Background: an optimization exercise with open tools, aiming at small area, a short achievable clock period and few clock cycles. Do not read the settings as production practice. Function was checked by simulation only, so behaviour that the tests miss may differ from the original.

==> run X <==
## toyfloat_core
module toyfloat_core (
    input  wire        clk,
    input  wire        rst,
    input  wire        req_valid,
    output wire        req_ready,
    input  wire [3:0]  req_op,
    input  wire [63:0] req_a,
    input  wire [63:0] req_b,
    output wire        rsp_valid,
    input  wire        rsp_ready,
    output reg  [1:0]  rsp_status,
    output reg  [63:0] rsp_data
);
Settings: LEC_CHECK=0, CAP_MARGIN=40, CELL_PAD_IN_SITES_DETAIL_PLACEMENT=2, CELL_PAD_IN_SITES_GLOBAL_PLACEMENT=2, CORE_MARGIN=2, CORE_UTILIZATION=30, GPL_ROUTABILITY_DRIVEN=1, SLEW_MARGIN=30; clock period 20.0 ns.
run.sh (not shown) runs the stock make flow with config.mk's settings and CLKGATE_MAP_FILE= SYNTH_SCRIPT=/design/flow/synth_recipe.tcl, a recipe that flattens the netlist after the stock synthesis.
==> run R (differences from run X) <==
--- a/flow/design.v
+++ b/flow/design.v
@@ -222,38 +222,34 @@
         else if (p_v48[31:24] != 8'd0) p_nz = 3'd2;
         else if (p_v48[23:16] != 8'd0) p_nz = 3'd3;
         else if (p_v48[15:8] != 8'd0)  p_nz = 3'd4;
         else                           p_nz = 3'd5;
     end
     wire [47:0] p_n8 = p_v48 << {p_nz, 3'd0};
     wire [112:0] qn = prod[136:24];
     reg  [53:0] q_t;
-    reg  [5:0]  q_top6;       
+    reg  [57:0] q_rest;
     reg  [6:0]  q_l;
+    reg  [58:0] q_lim;
     integer li;
     always @* begin
-        q_t = qn[102:49]; q_top6 = qn[48:43]; q_l = 7'd103;
+        q_t = qn[102:49]; q_rest = {9'd0, qn[48:0]}; q_l = 7'd103; q_lim = 59'd1 << 49;
         for (li = 104; li <= 112; li = li + 1)
             if (qn[li-1]) begin
                 q_t    = qn[li-1 -: 54];
-                q_top6 = qn[li-55 -: 6];
+                q_rest = qn[57:0] & ((58'd1 << (li - 54)) - 58'd1);
                 q_l    = li[6:0];
+                q_lim  = 59'd1 << (li - 54);
             end
     end
-    wire        q_amb = !q_t[0] && (q_top6 == 6'h3F);
-    wire [53:0] q_cy;
-    genvar gq;
-    generate
-        for (gq = 0; gq < 54; gq = gq + 1) begin : g_qcy
-            assign q_cy[gq] = &q_t[gq:0];
-        end
-    endgenerate
-    wire [53:0] q_mr   = {q_cy[53], q_t[53:1] ^ q_cy[52:0]};
-    wire        q_ovf  = q_cy[53];
+    wire [58:0] q_sum = {1'b0, q_rest} + {9'd0, pn, 2'b00};
+    wire        q_amb = !q_t[0] && (q_sum >= q_lim);
+    wire [53:0] q_mr   = {1'b0, q_t[53:1]} + {53'd0, q_t[0]};
+    wire        q_ovf  = q_mr[53];
     wire [10:0] q_exp  = dexp0 + {4'd0, q_l} + {10'd0, q_ovf};
     wire [53:0] d_mr   = {1'b0, dmc} + {53'd0, dinc};
     wire        d_ovf  = d_mr[53];
     wire [10:0] d_exp  = dexp0 + {4'd0, dl} + {10'd0, d_ovf};
     wire [63:0] rrem = mac_acc[63:0];
     reg         rvn_hi;
     wire [64:0] rvn = {rvn_hi, mac_x};
     reg  [5:0]  rcnt;
@@ -263,64 +259,19 @@
     wire [64:0] r_t2 = {r_u1[63:0], 1'b1};
     wire        r_q2 = r_t2 >= rvn;
     wire [64:0] r_u2 = r_q2 ? r_t2 - rvn : r_t2;
     wire [64:0] r_t3 = {r_u2[63:0], 1'b1};
     wire        r_q3 = r_t3 >= rvn;
     wire [64:0] r_u3 = r_q3 ? r_t3 - rvn : r_t3;
     wire [7:0]  lv_m1 = lv - 8'd1;
     wire [5:0]  cfg_j   = (kcnt >= 8'd40) ? 6'd40 : kcnt[5:0];
-    reg  [6:0]  cfg_jb;         
-    always @* begin
-        case (cfg_j)
-            6'd1: cfg_jb = 7'd2;
-            6'd2: cfg_jb = 7'd4;
-            6'd3: cfg_jb = 7'd5;
-            6'd4: cfg_jb = 7'd7;
-            6'd5: cfg_jb = 7'd8;
-            6'd6: cfg_jb = 7'd10;
-            6'd7: cfg_jb = 7'd12;
-            6'd8: cfg_jb = 7'd13;
-            6'd9: cfg_jb = 7'd15;
-            6'd10: cfg_jb = 7'd16;
-            6'd11: cfg_jb = 7'd18;
-            6'd12: cfg_jb = 7'd20;
-            6'd13: cfg_jb = 7'd21;
-            6'd14: cfg_jb = 7'd23;
-            6'd15: cfg_jb = 7'd24;
-            6'd16: cfg_jb = 7'd26;
-            6'd17: cfg_jb = 7'd27;
-            6'd18: cfg_jb = 7'd29;
-            6'd19: cfg_jb = 7'd31;
-            6'd20: cfg_jb = 7'd32;
-            6'd21: cfg_jb = 7'd34;
-            6'd22: cfg_jb = 7'd35;
-            6'd23: cfg_jb = 7'd37;
-            6'd24: cfg_jb = 7'd39;
-            6'd25: cfg_jb = 7'd40;
-            6'd26: cfg_jb = 7'd42;
-            6'd27: cfg_jb = 7'd43;
-            6'd28: cfg_jb = 7'd45;
-            6'd29: cfg_jb = 7'd46;
-            6'd30: cfg_jb = 7'd48;
-            6'd31: cfg_jb = 7'd50;
-            6'd32: cfg_jb = 7'd51;
-            6'd33: cfg_jb = 7'd53;
-            6'd34: cfg_jb = 7'd54;
-            6'd35: cfg_jb = 7'd56;
-            6'd36: cfg_jb = 7'd58;
-            6'd37: cfg_jb = 7'd59;
-            6'd38: cfg_jb = 7'd61;
-            6'd39: cfg_jb = 7'd62;
-            default: cfg_jb = 7'd64;
-        endcase
-    end
-    reg  [7:0]  vbits;          
-    wire [7:0]  cfg_vb  = vbits + {1'b0, cfg_jb};
-    wire [7:0]  cfg_nl  = cfg_vb - 8'd1;
+    wire [7:0]  cfg_n   = d_k - kcnt + {2'd0, cfg_j};           
+    wire [18:0] cfg_n3  = {11'd0, cfg_n} * 19'd1623;
+    wire [7:0]  cfg_nl  = cfg_n3[17:10];                        
     reg  [63:0] cfg_pw;
     always @* begin
         case (cfg_j)
             6'd1: cfg_pw = 64'h0000000000000003;
             6'd2: cfg_pw = 64'h0000000000000009;
             6'd3: cfg_pw = 64'h000000000000001b;
             6'd4: cfg_pw = 64'h0000000000000051;
             6'd5: cfg_pw = 64'h00000000000000f3;
@@ -416,17 +367,16 @@
                     mac_cnt  <= 5'd0;
                     mac_last <= cfg_nl[7:3];
                     mac_dp   <= 1'b0;
                     mac_dig  <= v_reg[7:0];
                     mac_wb   <= 1'b1;
                     mac_ret  <= S_CFGV;
                     state    <= S_MAC;
                     kcnt     <= kcnt - {2'd0, cfg_j};
-                    vbits    <= cfg_vb;
                 end
             end
             S_MAC: begin
                 if (mac_wb) v_reg[8*mac_cnt +: 8] <= mac_s[7:0];
                 if (mac_cnt != mac_last) begin
                     mac_z   <= mac_z && (mac_cap[7:0] == 8'd0);
                     mac_cap <= {mac_s[7:0], mac_cap[63:8]};
                     mac_acc <= {8'd0, mac_s[72:8]};
@@ -568,17 +518,16 @@
                     end else begin
                         desc_tb <= cfg_tb; desc_base <= cfg_base; desc_xb <= cfg_xb;
                         desc_mine <= cfg_mine; desc_sg <= cfg_sg;
                         cfg_valid  <= 1'b1;
                         last_cause <= 3'd0;
                         rinv_ok    <= 1'b0;
                         v_reg      <= cfg_base[0] ? {{(VW-1){1'b0}}, 1'b1} : {VW{1'b0}};
                         kcnt       <= cfg_k;
-                        vbits      <= 8'd1;
                         state      <= S_CFGV;
                     end
                 end
                 OP_RDCFG: rsp_data <= rdcfg_word;
                 4'h0, 4'hC, 4'hD, 4'hE, 4'hF: rsp_status <= ST_ILLEGAL;
                 default: begin
                     if (!cfg_valid) begin
                         rsp_status <= ST_NOTCFG;
Settings changed: CAP_MARGIN 40 to 20, CORE_UTILIZATION 30 to 55, GPL_TIMING_DRIVEN set to 1, SLEW_MARGIN 30 to 20.
==> run Z (differences from run X) <==
--- a/flow/design.v
+++ b/flow/design.v
@@ -222,38 +222,34 @@
         else if (p_v48[31:24] != 8'd0) p_nz = 3'd2;
         else if (p_v48[23:16] != 8'd0) p_nz = 3'd3;
         else if (p_v48[15:8] != 8'd0)  p_nz = 3'd4;
         else                           p_nz = 3'd5;
     end
     wire [47:0] p_n8 = p_v48 << {p_nz, 3'd0};
     wire [112:0] qn = prod[136:24];
     reg  [53:0] q_t;
-    reg  [5:0]  q_top6;       
+    reg  [57:0] q_rest;
     reg  [6:0]  q_l;
+    reg  [58:0] q_lim;
     integer li;
     always @* begin
-        q_t = qn[102:49]; q_top6 = qn[48:43]; q_l = 7'd103;
+        q_t = qn[102:49]; q_rest = {9'd0, qn[48:0]}; q_l = 7'd103; q_lim = 59'd1 << 49;
         for (li = 104; li <= 112; li = li + 1)
             if (qn[li-1]) begin
                 q_t    = qn[li-1 -: 54];
-                q_top6 = qn[li-55 -: 6];
+                q_rest = qn[57:0] & ((58'd1 << (li - 54)) - 58'd1);
                 q_l    = li[6:0];
+                q_lim  = 59'd1 << (li - 54);
             end
     end
-    wire        q_amb = !q_t[0] && (q_top6 == 6'h3F);
-    wire [53:0] q_cy;
-    genvar gq;
-    generate
-        for (gq = 0; gq < 54; gq = gq + 1) begin : g_qcy
-            assign q_cy[gq] = &q_t[gq:0];
-        end
-    endgenerate
-    wire [53:0] q_mr   = {q_cy[53], q_t[53:1] ^ q_cy[52:0]};
-    wire        q_ovf  = q_cy[53];
+    wire [58:0] q_sum = {1'b0, q_rest} + {9'd0, pn, 2'b00};
+    wire        q_amb = !q_t[0] && (q_sum >= q_lim);
+    wire [53:0] q_mr   = {1'b0, q_t[53:1]} + {53'd0, q_t[0]};
+    wire        q_ovf  = q_mr[53];
     wire [10:0] q_exp  = dexp0 + {4'd0, q_l} + {10'd0, q_ovf};
     wire [53:0] d_mr   = {1'b0, dmc} + {53'd0, dinc};
     wire        d_ovf  = d_mr[53];
     wire [10:0] d_exp  = dexp0 + {4'd0, dl} + {10'd0, d_ovf};
     wire [63:0] rrem = mac_acc[63:0];
     reg         rvn_hi;
     wire [64:0] rvn = {rvn_hi, mac_x};
     reg  [5:0]  rcnt;
@@ -263,64 +259,19 @@
     wire [64:0] r_t2 = {r_u1[63:0], 1'b1};
     wire        r_q2 = r_t2 >= rvn;
     wire [64:0] r_u2 = r_q2 ? r_t2 - rvn : r_t2;
     wire [64:0] r_t3 = {r_u2[63:0], 1'b1};
     wire        r_q3 = r_t3 >= rvn;
     wire [64:0] r_u3 = r_q3 ? r_t3 - rvn : r_t3;
     wire [7:0]  lv_m1 = lv - 8'd1;
     wire [5:0]  cfg_j   = (kcnt >= 8'd40) ? 6'd40 : kcnt[5:0];
-    reg  [6:0]  cfg_jb;         
-    always @* begin
-        case (cfg_j)
-            6'd1: cfg_jb = 7'd2;
-            6'd2: cfg_jb = 7'd4;
-            6'd3: cfg_jb = 7'd5;
-            6'd4: cfg_jb = 7'd7;
-            6'd5: cfg_jb = 7'd8;
-            6'd6: cfg_jb = 7'd10;
-            6'd7: cfg_jb = 7'd12;
-            6'd8: cfg_jb = 7'd13;
-            6'd9: cfg_jb = 7'd15;
-            6'd10: cfg_jb = 7'd16;
-            6'd11: cfg_jb = 7'd18;
-            6'd12: cfg_jb = 7'd20;
-            6'd13: cfg_jb = 7'd21;
-            6'd14: cfg_jb = 7'd23;
-            6'd15: cfg_jb = 7'd24;
-            6'd16: cfg_jb = 7'd26;
-            6'd17: cfg_jb = 7'd27;
-            6'd18: cfg_jb = 7'd29;
-            6'd19: cfg_jb = 7'd31;
-            6'd20: cfg_jb = 7'd32;
-            6'd21: cfg_jb = 7'd34;
-            6'd22: cfg_jb = 7'd35;
-            6'd23: cfg_jb = 7'd37;
-            6'd24: cfg_jb = 7'd39;
-            6'd25: cfg_jb = 7'd40;
-            6'd26: cfg_jb = 7'd42;
-            6'd27: cfg_jb = 7'd43;
-            6'd28: cfg_jb = 7'd45;
-            6'd29: cfg_jb = 7'd46;
-            6'd30: cfg_jb = 7'd48;
-            6'd31: cfg_jb = 7'd50;
-            6'd32: cfg_jb = 7'd51;
-            6'd33: cfg_jb = 7'd53;
-            6'd34: cfg_jb = 7'd54;
-            6'd35: cfg_jb = 7'd56;
-            6'd36: cfg_jb = 7'd58;
-            6'd37: cfg_jb = 7'd59;
-            6'd38: cfg_jb = 7'd61;
-            6'd39: cfg_jb = 7'd62;
-            default: cfg_jb = 7'd64;
-        endcase
-    end
-    reg  [7:0]  vbits;          
-    wire [7:0]  cfg_vb  = vbits + {1'b0, cfg_jb};
-    wire [7:0]  cfg_nl  = cfg_vb - 8'd1;
+    wire [7:0]  cfg_n   = d_k - kcnt + {2'd0, cfg_j};           
+    wire [18:0] cfg_n3  = {11'd0, cfg_n} * 19'd1623;
+    wire [7:0]  cfg_nl  = cfg_n3[17:10];                        
     reg  [63:0] cfg_pw;
     always @* begin
         case (cfg_j)
             6'd1: cfg_pw = 64'h0000000000000003;
             6'd2: cfg_pw = 64'h0000000000000009;
             6'd3: cfg_pw = 64'h000000000000001b;
             6'd4: cfg_pw = 64'h0000000000000051;
             6'd5: cfg_pw = 64'h00000000000000f3;
@@ -416,17 +367,16 @@
                     mac_cnt  <= 5'd0;
                     mac_last <= cfg_nl[7:3];
                     mac_dp   <= 1'b0;
                     mac_dig  <= v_reg[7:0];
                     mac_wb   <= 1'b1;
                     mac_ret  <= S_CFGV;
                     state    <= S_MAC;
                     kcnt     <= kcnt - {2'd0, cfg_j};
-                    vbits    <= cfg_vb;
                 end
             end
             S_MAC: begin
                 if (mac_wb) v_reg[8*mac_cnt +: 8] <= mac_s[7:0];
                 if (mac_cnt != mac_last) begin
                     mac_z   <= mac_z && (mac_cap[7:0] == 8'd0);
                     mac_cap <= {mac_s[7:0], mac_cap[63:8]};
                     mac_acc <= {8'd0, mac_s[72:8]};
@@ -568,17 +518,16 @@
                     end else begin
                         desc_tb <= cfg_tb; desc_base <= cfg_base; desc_xb <= cfg_xb;
                         desc_mine <= cfg_mine; desc_sg <= cfg_sg;
                         cfg_valid  <= 1'b1;
                         last_cause <= 3'd0;
                         rinv_ok    <= 1'b0;
                         v_reg      <= cfg_base[0] ? {{(VW-1){1'b0}}, 1'b1} : {VW{1'b0}};
                         kcnt       <= cfg_k;
-                        vbits      <= 8'd1;
                         state      <= S_CFGV;
                     end
                 end
                 OP_RDCFG: rsp_data <= rdcfg_word;
                 4'h0, 4'hC, 4'hD, 4'hE, 4'hF: rsp_status <= ST_ILLEGAL;
                 default: begin
                     if (!cfg_valid) begin
                         rsp_status <= ST_NOTCFG;
Settings changed: CAP_MARGIN 40 to 20, SLEW_MARGIN 30 to 20.
==> comparison table <==
|  | run Z | run R | run X |
|---|---|---|---|
| Die Y | 708 um | 524 um | 693 um |
| Global-route total usage across every layer | 39.1% | - | 38.5% |
| Basic-gate share of the synthesized area counting and, or, nand and nor cells | 18.4% | 18.4% | 18.2% |
| Peak per-stage delay on the critical path | 0.78 ns | - | 0.67 ns |
| NonClk Buf Share | 4.61% | - | 5.52% |
| Final sequential cell count | 913 | - | 921 |
| Worst Setup End Kind | flip-flop | - | flip-flop |
| Synthesized-area fraction occupied by xor and xnor cells | 4.29% | 4.29% | 4.15% |
| Number of violations of the max-capacitance limit | 0 | - | 0 |
| Busiest layer in global routing | met2 | - | met2 |
| Instance count on the critical path | 33 | - | 38 |
| Run status | complete, no violations | did not finish | complete, no violations |
| Stage where the flow stopped | - | 3_1_place_gp_skip_io | - |
| # setup viols final | 0 | - | 0 |
| Post-Route Utilization | 33.3% | - | 33.6% |
| Dpl cell area | 160000 um2 | - | 154000 um2 |
| Post-route fraction of the period consumed by the critical path | 62.8% | - | 56.5% |
| Synth top area share | 16.2% | 16.2% | 17.1% |
| DRC violation count after routing | 0 | - | 0 |
| Final #Nets | 20.3k | - | 19.6k |
| R2R Path Start | pn[0]$_DFFE_PP_ | - | ek[1]$_DFFE_PN_ |
| Combined area of the multi-input logic cells | 112000 um2 | - | 106000 um2 |
Testbench counts of run X, summed over its fixed seeds: cycles 23,181.
Testbench counts of run R, summed over its fixed seeds: cycles 23,138.
Testbench counts of run Z, summed over its fixed seeds: cycles 23,138.

==> re-timing with driven ports <==
How much do the figures lean on ideal ports? The routed layouts below were timed once more, with nothing changed but the port constraints.
Step 1 (the two cells are an assumption about what drives the block):
set clk [get_ports {clk}]
set_driving_cell -lib_cell sky130_fd_sc_hd__clkbuf_16 $clk
set_driving_cell -lib_cell sky130_fd_sc_hd__buf_2 [delete_from_list [all_inputs] $clk]
Step 2 moves the port delays by t, midway between the first and last clock arrival at a register: inputs arrive t later, outputs are due t later. That takes back most of the time a late clock gives input paths.
Three values: no drivers, after step 1, after step 2; two values: the first two.
run | t (ns) | setup WS [ns] | worst hold slack (ns) | worst setup path at the end
run X | 1.042 | 8.696 / 8.696 / 8.696 | 0.443 / 0.443 / 0.443 | register to register
run Z | 1.058 | 7.435 / 7.435 / 7.435 | 0.412 / 0.412 / 0.412 | register to register
After both steps setup and hold are still met in every run listed.
